From an optimization exercise on the open Yosys and OpenROAD flow, aimed at small area, a short achievable clock period and few clock cycles per item; shortcuts taken in it are not production practice. No run shown here included a check of the RTL's function; only the layout flow was run. Power figures rest on the tool's default switching activity, not on a simulated workload.

**flow/flow/run.sh**
```bash
#!/bin/bash
# Layout: the standard ORFS flow (standard.sh, synthesis included), with
# two changes:
#  - slow wide OR/NOR cells (or3, or4, nor3, nor4 and the 5-input
#    and-or/or-and cells) are added to the platform's don't-use list
#    (DU repeats the platform's list, then adds these), so
#    that synthesis and the resizer build the port-to-port logic from
#    faster gates;
#  - clock tree: clkbuf_8 sink buffers in larger sink clusters, no dummy
#    loads.
# ORFS writes each step's log under orfs/logs/; make's own output goes to
# flow_make.log.
set -euo pipefail
DU="sky130_fd_sc_hd__probe_p_8 sky130_fd_sc_hd__probec_p_8 sky130_fd_sc_hd__lpflow_bleeder_1 sky130_fd_sc_hd__lpflow_clkbufkapwr_1 sky130_fd_sc_hd__lpflow_clkbufkapwr_16 sky130_fd_sc_hd__lpflow_clkbufkapwr_2 sky130_fd_sc_hd__lpflow_clkbufkapwr_4 sky130_fd_sc_hd__lpflow_clkbufkapwr_8 sky130_fd_sc_hd__lpflow_clkinvkapwr_1 sky130_fd_sc_hd__lpflow_clkinvkapwr_16 sky130_fd_sc_hd__lpflow_clkinvkapwr_2 sky130_fd_sc_hd__lpflow_clkinvkapwr_4 sky130_fd_sc_hd__lpflow_clkinvkapwr_8 sky130_fd_sc_hd__lpflow_decapkapwr_12 sky130_fd_sc_hd__lpflow_decapkapwr_3 sky130_fd_sc_hd__lpflow_decapkapwr_4 sky130_fd_sc_hd__lpflow_decapkapwr_6 sky130_fd_sc_hd__lpflow_decapkapwr_8 sky130_fd_sc_hd__lpflow_inputiso0n_1 sky130_fd_sc_hd__lpflow_inputiso0p_1 sky130_fd_sc_hd__lpflow_inputiso1n_1 sky130_fd_sc_hd__lpflow_inputiso1p_1 sky130_fd_sc_hd__lpflow_inputisolatch_1 sky130_fd_sc_hd__lpflow_isobufsrc_1 sky130_fd_sc_hd__lpflow_isobufsrc_16 sky130_fd_sc_hd__lpflow_isobufsrc_2 sky130_fd_sc_hd__lpflow_isobufsrc_4 sky130_fd_sc_hd__lpflow_isobufsrc_8 sky130_fd_sc_hd__lpflow_isobufsrckapwr_16 sky130_fd_sc_hd__lpflow_lsbuf_lh_hl_isowell_tap_1 sky130_fd_sc_hd__lpflow_lsbuf_lh_hl_isowell_tap_2 sky130_fd_sc_hd__lpflow_lsbuf_lh_hl_isowell_tap_4 sky130_fd_sc_hd__lpflow_lsbuf_lh_isowell_4 sky130_fd_sc_hd__lpflow_lsbuf_lh_isowell_tap_1 sky130_fd_sc_hd__lpflow_lsbuf_lh_isowell_tap_2 sky130_fd_sc_hd__lpflow_lsbuf_lh_isowell_tap_4 sky130_fd_sc_hd__or4_1 sky130_fd_sc_hd__or4_2 sky130_fd_sc_hd__or4_4 sky130_fd_sc_hd__or4b_1 sky130_fd_sc_hd__or4b_2 sky130_fd_sc_hd__or4b_4 sky130_fd_sc_hd__or4bb_1 sky130_fd_sc_hd__or4bb_2 sky130_fd_sc_hd__or4bb_4 sky130_fd_sc_hd__nor4_1 sky130_fd_sc_hd__nor4_2 sky130_fd_sc_hd__nor4_4 sky130_fd_sc_hd__nor4b_1 sky130_fd_sc_hd__nor4b_2 sky130_fd_sc_hd__nor4b_4 sky130_fd_sc_hd__nor4bb_1 sky130_fd_sc_hd__nor4bb_2 sky130_fd_sc_hd__nor4bb_4 sky130_fd_sc_hd__or3_1 sky130_fd_sc_hd__or3_2 sky130_fd_sc_hd__or3_4 sky130_fd_sc_hd__or3b_1 sky130_fd_sc_hd__or3b_2 sky130_fd_sc_hd__or3b_4 sky130_fd_sc_hd__nor3_1 sky130_fd_sc_hd__nor3_2 sky130_fd_sc_hd__nor3_4 sky130_fd_sc_hd__nor3b_1 sky130_fd_sc_hd__nor3b_2 sky130_fd_sc_hd__nor3b_4 sky130_fd_sc_hd__a2111o_1 sky130_fd_sc_hd__a2111o_2 sky130_fd_sc_hd__a2111o_4 sky130_fd_sc_hd__a2111oi_0 sky130_fd_sc_hd__a2111oi_1 sky130_fd_sc_hd__a2111oi_2 sky130_fd_sc_hd__a2111oi_4 sky130_fd_sc_hd__o2111a_1 sky130_fd_sc_hd__o2111a_2 sky130_fd_sc_hd__o2111a_4 sky130_fd_sc_hd__o2111ai_1 sky130_fd_sc_hd__o2111ai_2 sky130_fd_sc_hd__o2111ai_4 sky130_fd_sc_hd__o41ai_1 sky130_fd_sc_hd__o41ai_2 sky130_fd_sc_hd__o41ai_4 sky130_fd_sc_hd__o41a_1 sky130_fd_sc_hd__o41a_2 sky130_fd_sc_hd__o41a_4"
CTS="-sink_clustering_enable -repair_clock_nets -dont_use_dummy_load"
CTS="$CTS -buf_list sky130_fd_sc_hd__clkbuf_8 -sink_buffer_max_cap_derate 1.0"
CTS="$CTS -sink_clustering_size 18 -sink_clustering_max_diameter 50"
bash standard.sh "DONT_USE_CELLS=$DU" "CTS_ARGS=$CTS" finish > flow_make.log 2>&1
```
**flow/standard.sh**
```bash
#!/bin/bash
# synth_recipe.tcl (not shown) runs the flow's synth.tcl, then flattens the netlist and writes it again
# the make line also repeats each setting of config.mk as NAME=value (left out here)
make -C /OpenROAD-flow-scripts/flow DESIGN_CONFIG=/design/flow/config.mk WORK_HOME=/design/flow/orfs CLKGATE_MAP_FILE= SYNTH_SCRIPT=/design/flow/synth_recipe.tcl "${@:-finish}"
```
**flow/config.mk**
```make
export PLATFORM = sky130hd
export DESIGN_NAME = fcodec_rx
export DESIGN_NICKNAME = fcodec_rx
export VERILOG_FILES = /design/flow/design.v
export SDC_FILE = /design/flow/constraint.sdc
export NUM_CORES = 4
export LEC_CHECK = 0
export CAP_MARGIN = 20
export CORE_MARGIN = 2
export CORE_UTILIZATION = 40
export PLACE_DENSITY = 0.6
export SETUP_SLACK_MARGIN = 5
export SLEW_MARGIN = 20
```
**flow/constraint.sdc**
```tcl
create_clock -name core_clock -period 10.0 [get_ports {clk}]
set_input_delay 2.0000 -clock core_clock [delete_from_list [all_inputs] [get_ports {clk}]]
set_output_delay 2.0000 -clock core_clock [all_outputs]
set_load 0.01 [all_outputs]
```
**flow/design.v**
```verilog
module fcodec_rx (
    input  wire        clk,
    input  wire        rst,
    input  wire        host_req,
    input  wire        host_we,
    input  wire [11:0] host_addr,
    input  wire [15:0] host_wdata,
    output wire        host_ack,
    output reg  [15:0] host_rdata,
    input  wire        rx_valid,
    input  wire        rx_fail,
    input  wire [7:0]  rx_data,
    output wire        rx_ready
);
    localparam [1:0] PH_IDLE   = 2'd0;
    localparam [1:0] PH_RECV   = 2'd1;
    localparam [1:0] PH_FAILED = 2'd2;
    localparam [1:0] PH_DEC    = 2'd3;
    localparam [3:0] ST_OK     = 4'h0;
    localparam [3:0] ST_TRUNC  = 4'h2;
    localparam [3:0] ST_INTEG  = 4'h3;
    localparam [3:0] ST_XPORT  = 4'h4;
    localparam [3:0] ST_BADHDR = 4'h5;
    localparam [3:0] ST_BADLEN = 4'h6;
    localparam [3:0] ST_INPROG = 4'hE;
    localparam [3:0] ST_NONE   = 4'hF;
    reg [1:0] phase;
    reg [2:0] operr;
    reg [3:0] rx_status;
    reg [8:0] rx_nbytes;
    reg [8:0] rx_count;
    reg [7:0] rx_len, rx_cmd, rx_ctrl, rx_csum_exp, rx_csum_rcv;
    reg       rx_valid_r;
    reg [8:0] trk_m;
    reg [7:0] trk_sum;
    reg [7:0] trk_last;
    reg [2:0] rot;
    reg [7:0] lo [0:7];
    reg [7:0] hi [0:2];
    reg [7:0] ring [0:247];
    reg [8:0] pf_addr;
    reg [7:0] pf_data;
    reg       pf_ok;
    reg [8:0] ma;
    wire ph_idle = (phase == PH_IDLE);
    wire ph_recv = (phase == PH_RECV);
    wire ph_fail = (phase == PH_FAILED);
    wire ph_dec  = (phase == PH_DEC);
    reg        pend;
    reg [11:0] p_addr;
    reg [15:0] p_data;
    reg  [1:0] p_phase;      
    reg        p_jrec;       
    wire [1:0] p_judge = p_jrec ? p_phase : phase;
    wire       j_idle  = (p_judge == PH_IDLE);
    wire       j_recv  = (p_judge == PH_RECV);
    wire       j_fail  = (p_judge == PH_FAILED);
    wire       p_rxf   = (p_addr[11:9] == 3'b010) && (p_addr[8:0] <= 9'd258);
    wire       p_ring  = p_rxf && !p_addr[8] && (p_addr[7:3] != 5'd0);
    wire       p_op    = (p_addr == 12'h000);
    wire       p_go    = pend && !(p_ring && j_idle && (p_addr[2:0] != rot - 3'd1));
    wire host_rxf  = (host_addr[11:9] == 3'b010);
    wire pf_match  = (pf_addr == host_addr[8:0]);
    reg  cnt_ok;      
    wire w_ok = !pend || (p_go && !p_op);
    assign host_ack = !ph_dec && (host_we ? w_ok : (!pend && (!host_rxf || (pf_ok && pf_match))));
    assign rx_ready = ph_recv && cnt_ok && !pend;
    wire host_wr   = host_req && host_we && host_ack;    
    wire ap        = p_go;                               
    wire rx_step   = rx_valid && rx_ready;
    wire step_byte = rx_step && !rx_fail;
    wire step_fail = rx_step && rx_fail;
    wire       rxf_hwr = ap && p_rxf && j_idle;
    always @(posedge clk) begin
        if (rst)
            pend <= 1'b0;
        else if (host_wr)
            pend <= 1'b1;
        else if (ap)
            pend <= 1'b0;
        if (host_wr) begin
            p_addr  <= host_addr;
            p_data  <= host_wdata;
            p_phase <= phase;
            p_jrec  <= !pend;
        end
    end
    wire [7:0] hdr0  = lo[0];
    wire [7:0] hdr1  = lo[1];
    wire [7:0] len_b = lo[2];
    wire [8:0] count_inc  = rx_count + 9'd1;
    wire       frame_done = step_byte && (rx_count >= 9'd3) && (rx_count == {1'b0, len_b} + 9'd3);
    wire       buf_we    = ph_recv ? step_byte : rxf_hwr;
    wire [8:0] buf_waddr = ph_recv ? rx_count : p_addr[8:0];
    wire [7:0] buf_wdata = ph_recv ? rx_data : p_data[7:0];
    reg        pw_we;
    reg  [4:0] pw_bank;
    reg  [7:0] pw_data;
    always @(posedge clk) begin
        if (rst)
            pw_we <= 1'b0;
        else
            pw_we <= step_byte && !rx_count[8] && (rx_count[7:3] != 5'd0);
        pw_bank <= rx_count[7:3];
        pw_data <= rx_data;
    end
    wire       inj_we   = pw_we || (rxf_hwr && p_ring);
    wire [4:0] inj_bank = pw_we ? pw_bank : p_addr[7:3];
    wire [7:0] inj_data = pw_we ? pw_data : p_data[7:0];
    always @(posedge clk) begin
        if (rst)
            rot <= 3'd0;
        else
            rot <= rot + 3'd1;
    end
    always @(posedge clk) begin
        if (buf_we && buf_waddr[8:3] == 6'd0)
            lo[buf_waddr[2:0]] <= buf_wdata;
        if (buf_we && buf_waddr[8] && buf_waddr[7:2] == 6'd0 && buf_waddr[1:0] != 2'd3)
            hi[buf_waddr[1:0]] <= buf_wdata;
    end
    genvar gb, gk;
    generate
        for (gb = 1; gb < 32; gb = gb + 1) begin : g_ring
            for (gk = 0; gk < 7; gk = gk + 1) begin : g_slot
                always @(posedge clk)
                    ring[(gb - 1) * 8 + gk] <= ring[(gb - 1) * 8 + gk + 1];
            end
            always @(posedge clk)
                ring[(gb - 1) * 8 + 7] <= (inj_we && inj_bank == gb) ? inj_data : ring[(gb - 1) * 8];
        end
    endgenerate
    function [7:0] fixed_rd(input [8:0] a);
        begin
            if (a[8])
                fixed_rd = (a[7:2] == 6'd0 && a[1:0] != 2'd3) ? hi[a[1:0]] : 8'd0;
            else
                fixed_rd = lo[a[2:0]];
        end
    endfunction
    wire       ma_fixed = ma[8] || (ma[7:3] == 5'd0);
    wire       ma_avail = ma_fixed || (ma[2:0] == rot);
    wire [7:0] ma_data  = ma_fixed ? fixed_rd(ma) : ring[(ma[7:3] - 5'd1) * 8 + 1];
    wire       walk     = ph_dec && (trk_m != rx_nbytes);
    wire       rd_req   = host_req && !host_we && host_rxf && !ph_dec;
    wire [8:0] req_addr = ph_dec ? trk_m : host_addr[8:0];
    wire       req      = rd_req || walk;
    wire       req_eq   = (pf_addr == req_addr);
    wire       req_hit  = req && pf_ok && req_eq;
    wire       req_miss = req && !req_eq;
    wire       req_fix  = req_addr[8] || (req_addr[7:3] == 5'd0);
    reg  [8:0] pf_addr_n, ma_n;
    reg  [7:0] pf_data_n;
    reg        pf_ok_n;
    always @(*) begin
        pf_addr_n = pf_addr;
        pf_data_n = pf_data;
        pf_ok_n   = pf_ok;
        ma_n      = ma;
        if (req_miss) begin
            pf_addr_n = req_addr;
            if (req_fix) begin
                pf_data_n = fixed_rd(req_addr);
                pf_ok_n   = 1'b1;
                ma_n      = req_addr + 9'd1;
            end else begin
                pf_ok_n   = 1'b0;
                ma_n      = req_addr;
            end
        end else if (req_hit || !pf_ok) begin
            pf_addr_n = ma;
            if (ma_avail) begin
                pf_data_n = ma_data;
                pf_ok_n   = 1'b1;
                ma_n      = ma + 9'd1;
            end else begin
                pf_ok_n   = 1'b0;
                ma_n      = ma;
            end
        end
        if (buf_we && buf_waddr == pf_addr_n) begin
            pf_ok_n = 1'b0;
            ma_n    = pf_addr_n;
        end
    end
    always @(posedge clk) begin
        pf_data <= pf_data_n;
        if (rst) begin
            pf_addr <= 9'd0;
            pf_ok   <= 1'b0;
            ma      <= 9'd0;
        end else begin
            pf_addr <= pf_addr_n;
            pf_ok   <= pf_ok_n;
            ma      <= ma_n;
        end
    end
    wire       trk_wr    = buf_we || (walk && req_hit);
    wire [8:0] trk_idx   = ph_dec ? trk_m : buf_waddr;
    wire [7:0] trk_byte  = ph_dec ? pf_data : buf_wdata;
    wire [8:0] trk_m1    = trk_m - 9'd1;
    wire [8:0] dec_n    = frame_done ? count_inc : rx_nbytes;
    wire [7:0] dec_sumx = frame_done ? (trk_sum + trk_last) : trk_sum;
    wire [7:0] dec_rcv  = frame_done ? rx_data : trk_last;
    wire [8:0] flen     = {1'b0, len_b} + 9'd4;
    wire [7:0] dec_exp  = 8'd0 - dec_sumx;
    reg  [3:0] chk_code;
    reg        chk_fail;
    always @(*) begin
        chk_fail = 1'b1;
        chk_code = ST_OK;
        if (dec_n < 9'd6)                         chk_code = ST_TRUNC;
        else if (hdr0 != 8'hAA || hdr1 != 8'hAA)  chk_code = ST_BADHDR;
        else if (len_b < 8'd2)                    chk_code = ST_BADLEN;
        else if (dec_n < flen)                    chk_code = ST_TRUNC;
        else if (dec_n > flen)                    chk_code = ST_BADLEN;
        else                                      chk_fail = 1'b0;
    end
    task automatic publish;
        begin
            phase <= PH_IDLE;
            if (chk_fail) begin
                rx_len      <= 8'd0;
                rx_cmd      <= 8'd0;
                rx_ctrl     <= 8'd0;
                rx_csum_exp <= 8'd0;
                rx_csum_rcv <= 8'd0;
                rx_valid_r  <= 1'b0;
                rx_status   <= chk_code;
            end else if (dec_exp == dec_rcv) begin
                rx_len      <= len_b;
                rx_cmd      <= lo[3];
                rx_ctrl     <= lo[4];
                rx_csum_exp <= dec_rcv;
                rx_csum_rcv <= dec_rcv;
                rx_valid_r  <= 1'b1;
                rx_status   <= ST_OK;
            end else begin
                rx_len      <= 8'd0;
                rx_cmd      <= 8'd0;
                rx_ctrl     <= 8'd0;
                rx_csum_exp <= dec_exp;
                rx_csum_rcv <= dec_rcv;
                rx_valid_r  <= 1'b0;
                rx_status   <= ST_INTEG;
            end
        end
    endtask
    wire [3:0] op_code  = p_data[3:0];
    wire       op_write = ap && p_op;
    wire       op_legal = (p_data[15:4] == 12'd0) &&
                          ((op_code <= 4'h5) || (op_code == 4'hF));
    wire       cnt_clr  = op_write && op_legal &&
                          ((op_code == 4'hF) || (op_code == 4'h4 && !j_recv && !j_fail));
    wire [8:0] count_nx = cnt_clr ? 9'd0 : (step_byte ? count_inc : rx_count);
    always @(posedge clk) begin
        if (rst)
            cnt_ok <= 1'b1;
        else
            cnt_ok <= count_nx[8] || (count_nx[7:3] == 5'd0) || (count_nx[2:0] == rot + 3'd1);
    end
    always @(posedge clk) begin
        if (rst) begin
            phase       <= PH_IDLE;
            operr       <= 3'd0;
            rx_status   <= ST_NONE;
            rx_nbytes   <= 9'd0;
            rx_count    <= 9'd0;
            rx_len      <= 8'd0;
            rx_cmd      <= 8'd0;
            rx_ctrl     <= 8'd0;
            rx_csum_exp <= 8'd0;
            rx_csum_rcv <= 8'd0;
            rx_valid_r  <= 1'b0;
            trk_m       <= 9'd0;
            trk_sum     <= 8'd0;
            trk_last    <= 8'd0;
        end else begin
            if (trk_wr) begin
                if (trk_idx == 9'd0) begin
                    trk_m    <= 9'd1;
                    trk_sum  <= 8'd0;
                    trk_last <= trk_byte;
                end else if (trk_idx == trk_m) begin
                    trk_m    <= trk_m + 9'd1;
                    if (trk_m >= 9'd4)
                        trk_sum <= trk_sum + trk_last;
                    trk_last <= trk_byte;
                end else if (trk_idx == trk_m1) begin
                    trk_last <= trk_byte;
                end else if (trk_idx >= 9'd3 && trk_idx < trk_m) begin
                    trk_m   <= 9'd0;
                    trk_sum <= 8'd0;
                end
            end
            if (step_byte) begin
                rx_count <= count_inc;
                if (frame_done) begin
                    rx_nbytes <= count_inc;
                    publish;
                end
            end else if (step_fail) begin
                rx_nbytes <= rx_count;
                phase     <= PH_FAILED;
                rx_status <= ST_XPORT;
            end
            if (ph_dec && trk_m == rx_nbytes)
                publish;
            if (ap && p_addr == 12'h00A && j_idle)
                rx_nbytes <= (p_data[8:0] > 9'd259) ? 9'd259 : p_data[8:0];
            if (op_write) begin
                if (!op_legal) begin
                    operr <= 3'd1;
                end else if (op_code == 4'hF) begin
                    operr       <= 3'd0;
                    phase       <= PH_IDLE;
                    rx_status   <= ST_NONE;
                    rx_nbytes   <= 9'd0;
                    rx_count    <= 9'd0;
                    rx_len      <= 8'd0;
                    rx_cmd      <= 8'd0;
                    rx_ctrl     <= 8'd0;
                    rx_csum_exp <= 8'd0;
                    rx_csum_rcv <= 8'd0;
                    rx_valid_r  <= 1'b0;
                end else if (op_code == 4'h4 || op_code == 4'h5) begin
                    if (j_recv) begin
                        operr <= 3'd2;
                    end else if (j_fail) begin
                        operr <= 3'd3;
                    end else begin
                        operr <= 3'd0;
                        if (op_code == 4'h4) begin
                            rx_count    <= 9'd0;
                            rx_len      <= 8'd0;
                            rx_cmd      <= 8'd0;
                            rx_ctrl     <= 8'd0;
                            rx_csum_exp <= 8'd0;
                            rx_csum_rcv <= 8'd0;
                            rx_valid_r  <= 1'b0;
                            rx_status   <= ST_INPROG;
                            phase       <= PH_RECV;
                        end else if (chk_fail || trk_m == rx_nbytes) begin
                            publish;
                        end else begin
                            phase <= PH_DEC;
                            if (trk_m > rx_nbytes) begin
                                trk_m   <= 9'd3;
                                trk_sum <= 8'd0;
                            end
                        end
                    end
                end else begin
                    operr <= 3'd0;
                end
            end
        end
    end
    wire [7:0] rx_plen = rx_valid_r ? (rx_len - 8'd2) : 8'd0;
    wire [1:0] ra = host_addr[1:0];
    reg  [8:0] g0, g2, g3, g4;
    always @(*) begin
        case (ra)
            2'd1:    g0 = {2'd0, operr, ph_fail, 1'b0, ph_recv, 1'b0};
            2'd3:    g0 = {5'd0, rx_status};
            default: g0 = 9'd0;
        endcase
        case (ra)
            2'd2:    g2 = rx_nbytes;
            2'd3:    g2 = rx_count;
            default: g2 = 9'd0;
        endcase
        case (ra)
            2'd0:    g3 = {1'b0, rx_len};
            2'd1:    g3 = {1'b0, rx_cmd};
            2'd2:    g3 = {1'b0, rx_ctrl};
            default: g3 = {1'b0, rx_plen};
        endcase
        case (ra)
            2'd0:    g4 = {1'b0, rx_csum_exp};
            2'd1:    g4 = {1'b0, rx_csum_rcv};
            2'd2:    g4 = {8'd0, rx_valid_r};
            default: g4 = 9'd0;
        endcase
    end
    wire [8:0] reg_rd = ({9{host_addr[4:2] == 3'd0}} & g0) | ({9{host_addr[4:2] == 3'd2}} & g2) |
                        ({9{host_addr[4:2] == 3'd3}} & g3) | ({9{host_addr[4:2] == 3'd4}} & g4);
    wire host_regs = (host_addr[11:5] == 7'd0);
    always @(*) begin
        host_rdata       = 16'h0000;
        host_rdata[8:0]  = ({9{host_regs}} & reg_rd) | ({9{host_rxf}} & {1'b0, pf_data});
    end
endmodule
```
==> metrics.md, run 1 <==
| Metric | Value |
|---|---|
| Run status | complete, no violations |
| Via-per-instance ratio | 4.94 |
| Post-synthesis cell type with the largest combined area | sky130_fd_sc_hd__dfxtp_1 |
| Peak Freq | 183 MHz |
| Fin. Hold Viols | 0 |
| Number of buffers inserted during clock tree synthesis | 167 |
| CTS Sinks | 2,244 |
| Slowest cell delay on critical path | 0.23 ns |
| Critical Path Start Type | input port |
| Worst Hold Class | flop to flop |
| Proportion of register bits with asynchronous set or reset after synthesis | 0 |
| Final standard cell count with taps included and fillers excluded | 6,640 |
| Overall via count from detail_route | 32,776 |
| Area of the die | 157,000 µm² |
| Maximum capacitance violations | 0 |
| Type of element capturing the critical path | primary output |
| Top-level port count | 60 |
| Dominant cells by area after synthesis | sky130_fd_sc_hd__dfxtp_1, sky130_fd_sc_hd__edfxtp_1, sky130_fd_sc_hd__mux2_2, sky130_fd_sc_hd__mux2i_1, sky130_fd_sc_hd__nor2_1 |
| Final #Nets | 4,691 |
| Fin crit share | 0.548 |
| Initial standard-cell utilization of the core | 0.401 |
| Height of the chip | 397 µm |
| Detail Route Antenna Nets | 0 |
| Number of warnings issued by yosys | 2 |
| Sequential cell fraction of total power | 0.670 |
| Number of synthesized flops with an enable pin | 127 |
| Total of endpoints with negative setup slack in the final report | 0 |
| Instance count of the mapped netlist | 4,401 |
| Top cell type's share of synthesized area | 0.687 |
| Slowest cell on crit path | sky130_fd_sc_hd__a21oi_2 |
| Total Power Consumption | 13.6 mW |
| Maximum level of the CTS H-tree | 4 |
| Sw frac | 0.212 |
| Number of antenna violations at the first check in global routing | 3 |
| Net switching power | 2.88 mW |
| Die width | 397 µm |
| Total of hold buffers inserted after clock tree synthesis | 0 |
| Sequential element share of the synthesized area | 0.749 |
| Pin count of the biggest net entering global routing | 50 |
| Final WS setup | 4.52 ns |
| Post-synth top flop | sky130_fd_sc_hd__dfxtp_1 |
| Buffers plus inverters on the worst setup path | 2 |
| Setup TNS after final layout | 0 ns |
| Clock tree from TritonCTS | yes |
| Minimum setup slack after placement | 3.02 ns |
| Share of power burned in combinational logic | 0.030 |
| Number of standard-cell rows in the floorplan | 144 |
| Time the final worst path needs with I/O delays and setup | 5.48 ns |
| Global routing usage summed across all routing layers | 0.192 |
| Post-detail-place hpwl | 102,000 µm |
| Pwr/cell area | 200 nW/µm² |
| Drt wl/cell | 23.1 µm |
| Gate family responsible for the most delay along the worst path | simple AND/OR/NAND/NOR gates |
| Number of DRC violations after detailed-routing iteration 0 | 2,241 |
| Critical path start-end classification | input port to primary output |
| Netlist Area Pre-Place | 61,700 µm² |
| Share of layout cells above drive strength 1 | 0.165 |
| Transition time of the tightest slew-check pin | 1.13 ns |
| Unrepaired setup endpoints after global routing | yes |
| Global-route wire length before repair | 220,000 µm |
| DP Cell Count | 6,412 |
| Core outline area | 154,000 µm² |
| Buffer depth of the longest clock path | 3 |
| Gpl congestion | 0.947 |
| Final count of pins violating max slew | 0 |
| Number of global-route vias before repair | 32,148 |
| Count of input and output buffers | 52 |
| Worst skew pair latency | 0.96 ns |
| Initial DRT Pass Iterations | 5 |
| Clock group share of total power | 0.300 |
| Internal power of the cells | 10.7 mW |
| Seq cells post-synth | 2,244 |
| Data arrival time of the critical path | 3.48 ns |
| Average cell area after synthesis | 14.0 µm² |
| Root Driver | sky130_fd_sc_hd__clkbuf_8 |
| Worst Clk Skew | 0.158 ns |
| Worst IR Drop VDD | 0.133 mV |
| Total wire length | 153,000 µm |
| Sequence of cells on the critical path | buf_12 > or2_4 > a211oi_2 > nand4bb_1 > nor2_1 > nand3_2 > a21oi_2 > o21a_1 > buf_2 |
| Slew HR | 0.248 |
| Distinct cell type count after synthesis | 87 |
| Synth top cells by count | sky130_fd_sc_hd__dfxtp_1, sky130_fd_sc_hd__mux2_2, sky130_fd_sc_hd__nor2_1, sky130_fd_sc_hd__nand2_1, sky130_fd_sc_hd__edfxtp_1 |
| Area growth from synthesis to final layout | 10.2% |
| Worst endpoint required time | 8.00 ns |
| Global route total overflow | 0 |
| Static power due to leakage | 26.4 nW |
| CP max FO | 2 |
| Most repeated cell in the gate-level netlist after synthesis | sky130_fd_sc_hd__dfxtp_1 |
| DRC violations left | 0 |
| Clock-pin slew reported for the worst setup and hold paths after clock tree synthesis | 0.10 ns |
## metal layers
metal / vias to the layer above / global-route usage / part of all wire
met5: - / 0 / 0
met4: 0 / 0.0776 / 0.042
met3: 322 / 0.0367 / 0.053
met1: 16129 / 0.259 / 0.46
li1: 15390 / - / -
met2: 935 / 0.302 / 0.45
## state kept, by name (all words and copies together) (netlist names), 9 cells and up, named ones only
| signal | cells |
|---|---|
| hi | 24 |
| lo | 64 |
| ma | 9 |
| p_addr | 12 |
| p_data | 16 |
| pf_addr | 9 |
| ring | 1984 |
| rx_count | 9 |
| rx_nbytes | 9 |
| trk_m | 9 |
## logic make-up (layout without fill, tap and decap cells)
| kind of cell | Yosys count | in the layout | synth area share |
|---|---|---|---|
| AO/OA/AOI/OAI | 555 | 556 | 0.0632 |
| adder cells (fa/ha/maj) | 53 | 53 | 0.0109 |
| flip-flops | 2244 | 2244 | 0.749 |
| multiplexers | 424 | 424 | 0.0819 |
| buffers and inverters | 224 | 409 | 0.0159 |
| AND/OR/NAND/NOR | 785 | 786 | 0.0621 |
| XOR/XNOR | 115 | 115 | 0.0171 |
| other | 1 | 9 | 0.0000608 |
## per-stage QoR
step	util	area, µm²	hold slack (ns)
after global placement	0.421	64600	0.310
after detailed placement	0.421	64600	0.312
after CTS	0.439	67500	0.207
after global routing	0.442	68000	0.220
after floorplan	-	61900	0.310
final	0.442	68000	0.233
## cell usage in the layout (no fill, tap or decap), drive strengths merged, types with 8 or more instances in the layout
cell / netlist / routed
a22o: 53 / 53
o31ai: 9 / 9
nand2b: 25 / 25
or2: 13 / 13
edfxtp: 127 / 127
a221oi: 42 / 42
buf: 60 / 133
a211oi: 29 / 29
a31o: 8 / 8
a21o: 11 / 11
o21ai: 97 / 97
mux2: 287 / 287
clkbuf: 92 / 168
ha: 52 / 52
nor2: 249 / 249
and3: 42 / 42
o21a: 15 / 15
o22ai: 18 / 18
a22oi: 46 / 46
nor2b: 37 / 37
o211ai: 17 / 17
nand2: 228 / 228
a21oi: 113 / 113
xnor2: 77 / 77
o221ai: 12 / 12
xor2: 35 / 35
inv: 72 / 71
nand4: 45 / 45
and2: 28 / 29
mux2i: 104 / 104
dfxtp: 2117 / 2117
nand3: 65 / 65
a211o: 13 / 13
mux4: 33 / 33
a31oi: 11 / 11
and4: 9 / 9
clkdlybuf4s50: 0 / 27
nand3b: 17 / 17
## path summary, 6_finish.rpt
check                                   from           end  slack [ns]  cells past startpoint
worst max-delay path            host_addr[6]      host_ack        4.52                      9
worst min register to register  ring[118][2]  ring[117][2]        0.23                      0
worst min-delay path            ring[118][2]  ring[117][2]        0.23                      0
worst max register to register      lo[2][1]     rx_len[7]        5.13                     23
## power groups by stage
stage | Combinational [mW] | Clock, mW | Sequential, mW
global placement | 0.381 | 0 | 9.29
global route | 0.431 | 4.53 | 9.09
floorplan | 0.248 | 0 | 9.26
detailed placement | 0.383 | 0 | 9.29
CTS | 0.396 | 4.21 | 9.09
finish | 0.406 | 4.07 | 9.09
## layout make-up
cell class,instances,area (µm²)
inverters,72,289
clock buffers,167,2300
diodes,2,5.00
repair buffers,170,1600
flip-flops and latches,2244,46200
well taps,2044,2560
fillers,13827,85700
multi-input cells,1941,15000
## what timing repair did
| action | CTS | global route |
|---|---|---|
| endpoints found under the setup margin | 85 | 77 |
| gates resized for setup | 167 | 41 |
| buffers inserted | 31 | 21 |
| gates cloned | 6 | 1 |
| pin swaps | 33 | 23 |
==> run 2: changes to the inputs <==
--- a/flow/design.v
+++ b/flow/design.v
@@ -35,9 +35,9 @@
     reg [7:0] trk_sum;
     reg [7:0] trk_last;
     reg [2:0] rot;
-    reg [7:0] lo [0:7];
+    reg [7:0] lo [0:15];
     reg [7:0] hi [0:2];
-    reg [7:0] ring [0:247];
+    reg [7:0] ring [0:239];
     reg [8:0] pf_addr;
     reg [7:0] pf_data;
     reg       pf_ok;
@@ -46,53 +46,28 @@
     wire ph_recv = (phase == PH_RECV);
     wire ph_fail = (phase == PH_FAILED);
     wire ph_dec  = (phase == PH_DEC);
-    reg        pend;
-    reg [11:0] p_addr;
-    reg [15:0] p_data;
-    reg  [1:0] p_phase;      
-    reg        p_jrec;       
-    wire [1:0] p_judge = p_jrec ? p_phase : phase;
-    wire       j_idle  = (p_judge == PH_IDLE);
-    wire       j_recv  = (p_judge == PH_RECV);
-    wire       j_fail  = (p_judge == PH_FAILED);
-    wire       p_rxf   = (p_addr[11:9] == 3'b010) && (p_addr[8:0] <= 9'd258);
-    wire       p_ring  = p_rxf && !p_addr[8] && (p_addr[7:3] != 5'd0);
-    wire       p_op    = (p_addr == 12'h000);
-    wire       p_go    = pend && !(p_ring && j_idle && (p_addr[2:0] != rot - 3'd1));
     wire host_rxf  = (host_addr[11:9] == 3'b010);
+    wire host_ring = host_rxf && !host_addr[8] && (host_addr[7:4] != 4'd0);
+    wire wr_wait   = host_ring && (host_addr[2:0] != rot);
     wire pf_match  = (pf_addr == host_addr[8:0]);
     reg  cnt_ok;      
-    wire w_ok = !pend || (p_go && !p_op);
-    assign host_ack = !ph_dec && (host_we ? w_ok : (!pend && (!host_rxf || (pf_ok && pf_match))));
-    assign rx_ready = ph_recv && cnt_ok && !pend;
-    wire host_wr   = host_req && host_we && host_ack;    
-    wire ap        = p_go;                               
+    assign host_ack = !ph_dec && !(host_rxf && (host_we ? (!host_addr[8] && (host_addr[7:4] != 4'd0) && (host_addr[2:0] != rot))
+                                                      : !(pf_ok && pf_match)));
+    assign rx_ready = ph_recv && cnt_ok;
+    wire host_wr   = host_req && host_we && host_ack;
     wire rx_step   = rx_valid && rx_ready;
     wire step_byte = rx_step && !rx_fail;
     wire step_fail = rx_step && rx_fail;
-    wire       rxf_hwr = ap && p_rxf && j_idle;
-    always @(posedge clk) begin
-        if (rst)
-            pend <= 1'b0;
-        else if (host_wr)
-            pend <= 1'b1;
-        else if (ap)
-            pend <= 1'b0;
-        if (host_wr) begin
-            p_addr  <= host_addr;
-            p_data  <= host_wdata;
-            p_phase <= phase;
-            p_jrec  <= !pend;
-        end
-    end
+    wire       is_rxf_addr = host_rxf && (host_addr[8:0] <= 9'd258);
+    wire       rxf_hwr     = host_wr && is_rxf_addr && ph_idle;
     wire [7:0] hdr0  = lo[0];
     wire [7:0] hdr1  = lo[1];
     wire [7:0] len_b = lo[2];
     wire [8:0] count_inc  = rx_count + 9'd1;
     wire       frame_done = step_byte && (rx_count >= 9'd3) && (rx_count == {1'b0, len_b} + 9'd3);
     wire       buf_we    = ph_recv ? step_byte : rxf_hwr;
-    wire [8:0] buf_waddr = ph_recv ? rx_count : p_addr[8:0];
-    wire [7:0] buf_wdata = ph_recv ? rx_data : p_data[7:0];
+    wire [8:0] buf_waddr = ph_recv ? rx_count : host_addr[8:0];
+    wire [7:0] buf_wdata = ph_recv ? rx_data : host_wdata[7:0];
     reg        pw_we;
     reg  [4:0] pw_bank;
     reg  [7:0] pw_data;
@@ -100,13 +75,10 @@
         if (rst)
             pw_we <= 1'b0;
         else
-            pw_we <= step_byte && !rx_count[8] && (rx_count[7:3] != 5'd0);
-        pw_bank <= rx_count[7:3];
-        pw_data <= rx_data;
+            pw_we <= buf_we && !buf_waddr[8] && (buf_waddr[7:4] != 4'd0);
+        pw_bank <= buf_waddr[7:3];
+        pw_data <= buf_wdata;
     end
-    wire       inj_we   = pw_we || (rxf_hwr && p_ring);
-    wire [4:0] inj_bank = pw_we ? pw_bank : p_addr[7:3];
-    wire [7:0] inj_data = pw_we ? pw_data : p_data[7:0];
     always @(posedge clk) begin
         if (rst)
             rot <= 3'd0;
@@ -114,20 +86,20 @@
             rot <= rot + 3'd1;
     end
     always @(posedge clk) begin
-        if (buf_we && buf_waddr[8:3] == 6'd0)
-            lo[buf_waddr[2:0]] <= buf_wdata;
+        if (buf_we && buf_waddr[8:4] == 5'd0)
+            lo[buf_waddr[3:0]] <= buf_wdata;
         if (buf_we && buf_waddr[8] && buf_waddr[7:2] == 6'd0 && buf_waddr[1:0] != 2'd3)
             hi[buf_waddr[1:0]] <= buf_wdata;
     end
     genvar gb, gk;
     generate
-        for (gb = 1; gb < 32; gb = gb + 1) begin : g_ring
+        for (gb = 2; gb < 32; gb = gb + 1) begin : g_ring
             for (gk = 0; gk < 7; gk = gk + 1) begin : g_slot
                 always @(posedge clk)
-                    ring[(gb - 1) * 8 + gk] <= ring[(gb - 1) * 8 + gk + 1];
+                    ring[(gb - 2) * 8 + gk] <= ring[(gb - 2) * 8 + gk + 1];
             end
             always @(posedge clk)
-                ring[(gb - 1) * 8 + 7] <= (inj_we && inj_bank == gb) ? inj_data : ring[(gb - 1) * 8];
+                ring[(gb - 2) * 8 + 7] <= (pw_we && pw_bank == gb) ? pw_data : ring[(gb - 2) * 8];
         end
     endgenerate
     function [7:0] fixed_rd(input [8:0] a);
@@ -135,12 +107,12 @@
             if (a[8])
                 fixed_rd = (a[7:2] == 6'd0 && a[1:0] != 2'd3) ? hi[a[1:0]] : 8'd0;
             else
-                fixed_rd = lo[a[2:0]];
+                fixed_rd = lo[a[3:0]];
         end
     endfunction
-    wire       ma_fixed = ma[8] || (ma[7:3] == 5'd0);
+    wire       ma_fixed = ma[8] || (ma[7:4] == 4'd0);
     wire       ma_avail = ma_fixed || (ma[2:0] == rot);
-    wire [7:0] ma_data  = ma_fixed ? fixed_rd(ma) : ring[(ma[7:3] - 5'd1) * 8 + 1];
+    wire [7:0] ma_data  = ma_fixed ? fixed_rd(ma) : ring[(ma[7:3] - 5'd2) * 8 + 1];
     wire       walk     = ph_dec && (trk_m != rx_nbytes);
     wire       rd_req   = host_req && !host_we && host_rxf && !ph_dec;
     wire [8:0] req_addr = ph_dec ? trk_m : host_addr[8:0];
@@ -148,7 +120,7 @@
     wire       req_eq   = (pf_addr == req_addr);
     wire       req_hit  = req && pf_ok && req_eq;
     wire       req_miss = req && !req_eq;
-    wire       req_fix  = req_addr[8] || (req_addr[7:3] == 5'd0);
+    wire       req_fix  = req_addr[8] || (req_addr[7:4] == 4'd0);
     reg  [8:0] pf_addr_n, ma_n;
     reg  [7:0] pf_data_n;
     reg        pf_ok_n;
@@ -246,18 +218,18 @@
             end
         end
     endtask
-    wire [3:0] op_code  = p_data[3:0];
-    wire       op_write = ap && p_op;
-    wire       op_legal = (p_data[15:4] == 12'd0) &&
+    wire [3:0] op_code  = host_wdata[3:0];
+    wire       op_write = host_wr && (host_addr == 12'h000);
+    wire       op_legal = (host_wdata[15:4] == 12'd0) &&
                           ((op_code <= 4'h5) || (op_code == 4'hF));
     wire       cnt_clr  = op_write && op_legal &&
-                          ((op_code == 4'hF) || (op_code == 4'h4 && !j_recv && !j_fail));
+                          ((op_code == 4'hF) || (op_code == 4'h4 && !ph_recv && !ph_fail));
     wire [8:0] count_nx = cnt_clr ? 9'd0 : (step_byte ? count_inc : rx_count);
     always @(posedge clk) begin
         if (rst)
             cnt_ok <= 1'b1;
         else
-            cnt_ok <= count_nx[8] || (count_nx[7:3] == 5'd0) || (count_nx[2:0] == rot + 3'd1);
+            cnt_ok <= count_nx[8] || (count_nx[7:4] == 4'd0) || (count_nx[2:0] == rot + 3'd1);
     end
     always @(posedge clk) begin
         if (rst) begin
@@ -306,8 +278,8 @@
             end
             if (ph_dec && trk_m == rx_nbytes)
                 publish;
-            if (ap && p_addr == 12'h00A && j_idle)
-                rx_nbytes <= (p_data[8:0] > 9'd259) ? 9'd259 : p_data[8:0];
+            if (host_wr && host_addr == 12'h00A && ph_idle)
+                rx_nbytes <= (host_wdata[8:0] > 9'd259) ? 9'd259 : host_wdata[8:0];
             if (op_write) begin
                 if (!op_legal) begin
                     operr <= 3'd1;
@@ -324,9 +296,9 @@
                     rx_csum_rcv <= 8'd0;
                     rx_valid_r  <= 1'b0;
                 end else if (op_code == 4'h4 || op_code == 4'h5) begin
-                    if (j_recv) begin
+                    if (ph_recv) begin
                         operr <= 3'd2;
-                    end else if (j_fail) begin
+                    end else if (ph_fail) begin
                         operr <= 3'd3;
                     end else begin
                         operr <= 3'd0;
==> flow/run.sh (new file) <==
#!/bin/bash
# synth_recipe.tcl (not shown) runs the flow's synth.tcl, then flattens the netlist and writes it again
# the make line also repeats each setting of config.mk as NAME=value (left out here)
make -C /OpenROAD-flow-scripts/flow DESIGN_CONFIG=/design/flow/config.mk WORK_HOME=/design/flow/orfs CLKGATE_MAP_FILE= SYNTH_SCRIPT=/design/flow/synth_recipe.tcl finish
--- a/flow/config.mk
+++ b/flow/config.mk
@@ -8,6 +8,8 @@
 export CAP_MARGIN = 20
 export CORE_MARGIN = 2
 export CORE_UTILIZATION = 40
+export CTS_CLUSTER_DIAMETER = 80
+export CTS_CLUSTER_SIZE = 28
 export PLACE_DENSITY = 0.6
 export SETUP_SLACK_MARGIN = 5
 export SLEW_MARGIN = 20
removed: flow/flow/run.sh
removed: flow/standard.sh
==> run 2 against run 1 <==
Total power grew 6.3%. Global-route usage shrank 1.2 points. Critical path depth unchanged. Combinational power up 71%. Sequential share of layout area is 1.8 points lower. Critical endpoint is now host_rdata[1]. Highest routed layer unchanged.
==> metrics.md, run 2 <==
| Metric | Value |
|---|---|
| Count of input and output buffers | 52 |
| Number of DRC violations after detailed-routing iteration 0 | 2,443 |
| Logic depth of the worst register-to-register path | 22 |
| Final count of pins violating max slew | 0 |
| Data arrival time of the critical path | 3.50 ns |
| Time the final worst path needs with I/O delays and setup | 5.50 ns |
| Sequential cell fraction of total power | 0.627 |
| Distinct cell type count after synthesis | 95 |
| Global routing usage summed across all routing layers | 0.180 |
| Global route total overflow | 0 |
| Reg-to-reg critical path endpoint | rx_ctrl[5] |
| Core outline area | 152,000 µm² |
| Gpl congestion | 0.909 |
| CTS Sinks | 2,213 |
| Most common cell after layout, fill and taps aside | sky130_fd_sc_hd__dfxtp_1 |
| Overall via count from detail_route | 33,082 |
| Netlist Area Pre-Place | 61,500 µm² |
| Fin crit share | 0.550 |
| Post-synthesis adder-cell area fraction | 0.0113 |
| Sequence of cells on the critical path | buf_8 > buf_12 > clkinv_8 > or4b_4 > buf_6 > nor3_2 > a211oi_1 > o21ai_1 > buf_2 |
| Fin. Hold Viols | 0 |
| Summed area of non-filler cells in the final layout | 69,400 µm² |
| Worst endpoint required time | 8.00 ns |
| Flop2flop setup slack | 4.91 ns |
| Worst Hold Class | flop to flop |
| Via-per-instance ratio | 4.98 |
| Number of antenna violations at the first check in global routing | 4 |
| DP Cell Count | 6,418 |
| Most repeated cell in the gate-level netlist after synthesis | sky130_fd_sc_hd__dfxtp_1 |
| Top-level port count | 60 |
| Multiplexer share of the synthesized area | 0.0803 |
| Run status | complete, no violations |
| Critical path start-end classification | input port to primary output |
| Utilization of the core after routing | 0.455 |
| Sw frac | 0.227 |
| Buffer depth of the longest clock path | 3 |
| Register cell area after layout | 45,900 µm² |
| Synthesized-area fraction occupied by ao, oa, aoi and oai cells | 0.0627 |
| Die width | 396 µm |
| Number of synthesized flops with an enable pin | 160 |
| Total of hold buffers inserted after clock tree synthesis | 0 |
| Initial DRT Pass Iterations | 5 |
| Worst hold slack | 0.309 ns |
| Total of endpoints with negative setup slack in the final report | 0 |
| Average cell area after synthesis | 13.9 µm² |
| Minimum setup slack after placement | 2.40 ns |
| Layout fillers | 13,411 |
| Maximum capacitance violations | 0 |
| Final standard cell count with taps included and fillers excluded | 6,647 |
| Global-route wire length before repair | 211,000 µm |
| Clock-pin slew reported for the worst setup and hold paths after clock tree synthesis | 0.10 ns |
| DRC violations left | 0 |
| Worst Clk Skew | 0.0531 ns |
| Hold Crit Start | ring[142][4] |
| Proportion of register bits with asynchronous set or reset after synthesis | 0 |
| Worst skew pair latency | 0.76 ns |
| Worst IR Drop VDD | 0.137 mV |
| Depth of the worst hold-timing path | 0 |
| Number of warnings issued by yosys | 2 |
| Transition time of the tightest slew-check pin | 1.17 ns |
| Clock tree from TritonCTS | yes |
| Combinational family with the most area after synthesis | multiplexers |
| Drt wl/cell | 21.6 µm |
| Final WS setup | 4.50 ns |
| Height of the chip | 396 µm |
| Seq cells post-synth | 2,213 |
| Final #Nets | 4,684 |
| Critical Path Start Type | input port |
| Peak Freq | 182 MHz |
| Unrepaired setup endpoints after global routing | yes |
| Share of power burned in combinational logic | 0.048 |
| Pwr/cell area | 208 nW/µm² |
| Register ranked first by flip-flop count | ring |
| Synth top cells by count | sky130_fd_sc_hd__dfxtp_1, sky130_fd_sc_hd__nand2_1, sky130_fd_sc_hd__mux2_2, sky130_fd_sc_hd__nor2_1, sky130_fd_sc_hd__edfxtp_1 |
| Number of buffers inserted during clock tree synthesis | 99 |
| XOR/XNOR share of the synthesized area | 0.0178 |
| Slowest cell delay on critical path | 0.59 ns |
| Initial standard-cell utilization of the core | 0.404 |
| Post-synth top flop | sky130_fd_sc_hd__dfxtp_1 |
| Clock group share of total power | 0.325 |
| Placed cell areas | 64,600 µm² |
| Slowest cell on crit path | sky130_fd_sc_hd__or4b_4 |
| Setup TNS after final layout | 0 ns |
| Root Driver | sky130_fd_sc_hd__clkbuf_16 |
| Worst hold endpoint | ring[141][4] |
| Dominant cells by area after synthesis | sky130_fd_sc_hd__dfxtp_1, sky130_fd_sc_hd__edfxtp_1, sky130_fd_sc_hd__mux2_2, sky130_fd_sc_hd__nand2_1, sky130_fd_sc_hd__mux4_2 |
| Maximum level of the CTS H-tree | 3 |
| Type of element capturing the critical path | primary output |
| Total wire length | 144,000 µm |
| Number of standard-cell rows in the floorplan | 143 |
| Sequential element share of the synthesized area | 0.746 |
| Number of diodes | 0 |
| Share of synthesized cell area in and, or, nand and nor gates | 0.0656 |
| Share of layout cells above drive strength 1 | 0.173 |
| Static power due to leakage | 26.4 nW |
| Slew HR | 0.218 |
| Detail Route Antenna Nets | 0 |
| Internal power of the cells | 11.2 mW |
| Total Power Consumption | 14.4 mW |
| Top cell type's share of synthesized area | 0.668 |
| Number of global-route vias before repair | 32,031 |
| Crit Reg-Reg Startpoint | lo[2][1] |
| Multi-input combinational cell area | 15,600 µm² |
| Highest-count cells in the layout ignoring fill and taps | sky130_fd_sc_hd__dfxtp_1, sky130_fd_sc_hd__nand2_1, sky130_fd_sc_hd__mux2_2 |
| Largest register FFs | 1,920 |
| Pin count of the biggest net entering global routing | 67 |
| Instance count of the mapped netlist | 4,436 |
| Area of the die | 157,000 µm² |
| Area growth from synthesis to final layout | 12.7% |
| CP max FO | 6 |
| Post-synthesis cell type with the largest combined area | sky130_fd_sc_hd__dfxtp_1 |
| Net switching power | 3.28 mW |
| Post-detail-place hpwl | 92,400 µm |
[run 2: cell count changes in the layout (fill, tap and decap cells not counted), sizes merged, moves of 18 or more]
cell	before	now
nor3	0	68
dfxtp	2117	2053
nand2	228	292
clkbuf	168	107
buf	133	179
nor2	249	206
a22oi	46	81
edfxtp	127	160
a31oi	11	37
nor4	0	24
and2	29	10
a311oi	6	24
[run 2: layout make-up]
type                            instances  share of cell area
Sequential cell                      2213               0.662
Inverter                               64             0.00370
Timing Repair Buffer                  217              0.0295
Clock inverter                         26             0.00653
Clock buffer                          105              0.0370
Multi-Input combinational cell       1992               0.225
Tap cell                             2030              0.0366
[run 2: kinds of logic (layout without fill, tap and decap cells)]
group | count (synthesis) | in the layout
flops | 2213 | 2213
simple gates | 847 | 850
compound gates | 548 | 549
mux | 406 | 406
buf+inv | 241 | 412
xor+xnor | 125 | 125
fa+ha+maj | 55 | 55
other cells | 1 | 7
[run 2: timing repair]
| item | CTS | global route |
|---|---|---|
| pin swaps | 44 | 40 |
| hold endpoints to repair | 0 | 0 |
| setup endpoints to repair | 228 | 127 |
| gates cloned | 13 | 0 |
| gates resized for setup | 195 | 94 |
| setup buffers | 43 | 41 |
[run 2: worst max-delay path: cells and delay by family]
kind	cells	cell delay, ns
buffers and inverters	5	0.58
and+or+nand+nor	2	0.69
AOI/OAI and AO/OA	2	0.23
[run 2: power groups by stage]
stage | sequential (mW) | combinational [mW] | clock (mW)
2_1_floorplan | 9.17 | 0.430 | 0
3_3_place_gp | 9.25 | 0.648 | 0
3_5_place_dp | 9.25 | 0.651 | 0
4_1_cts | 9.04 | 0.676 | 4.82
5_1_grt | 9.05 | 0.729 | 5.12
6_report | 9.05 | 0.693 | 4.69
[run 2: layer usage]
metal  GRT usage  vias to the layer above  wire length, µm
li1            -                    15644                -
met1       0.259                    16276            68400
met2       0.277                      918            63100
met3      0.0247                      244             6820
met4      0.0629                        0             5110
met5           0                        -                0
[run 2: worst max-delay path by stage]
stage                 startpoint              to  slack (ns)  depth (start not counted)
floorplan                rx_fail  rx_csum_rcv[3]        3.52                         21
global placement         rx_fail       rx_cmd[6]        2.45                         18
detailed placement       rx_fail       rx_len[2]        2.40                         18
CTS                 host_addr[1]        host_ack        4.55                          8
global route             rx_fail       rx_cmd[3]        4.45                         22
finish              host_addr[1]   host_rdata[1]        4.50                          9

-- afterwards: timing with drivers on the ports --
The flow's constraints put no driver on any port. The routed layouts listed below were extracted and timed again, unchanged, in two steps. Step 1, drivers: a clkbuf_16 drives clk and a buf_2 each remaining input, both assumed. Step 2 also shifts input and output timing later by t, the mid clock arrival at the registers, as if the neighbouring blocks saw the same clock. Slacks: ideal ports / drivers / drivers and shift; pairs: ideal ports / drivers.
run | shift t [ns] | setup WS [ns] | hold slack, ns | pins driven straight from the clock port
run 1 | 0.940 | 4.523 / 4.473 / 4.141 | 0.233 / 0.233 / 0.233 | 1
run 2 | 0.816 | 4.502 / 4.449 / 3.788 | 0.309 / 0.309 / 0.309 | 1
After both steps setup and hold are still met in every run listed. For run 2, which loses most, drivers alone change the setup slack by -0.053 ns; drivers and shift together by -0.714 ns.
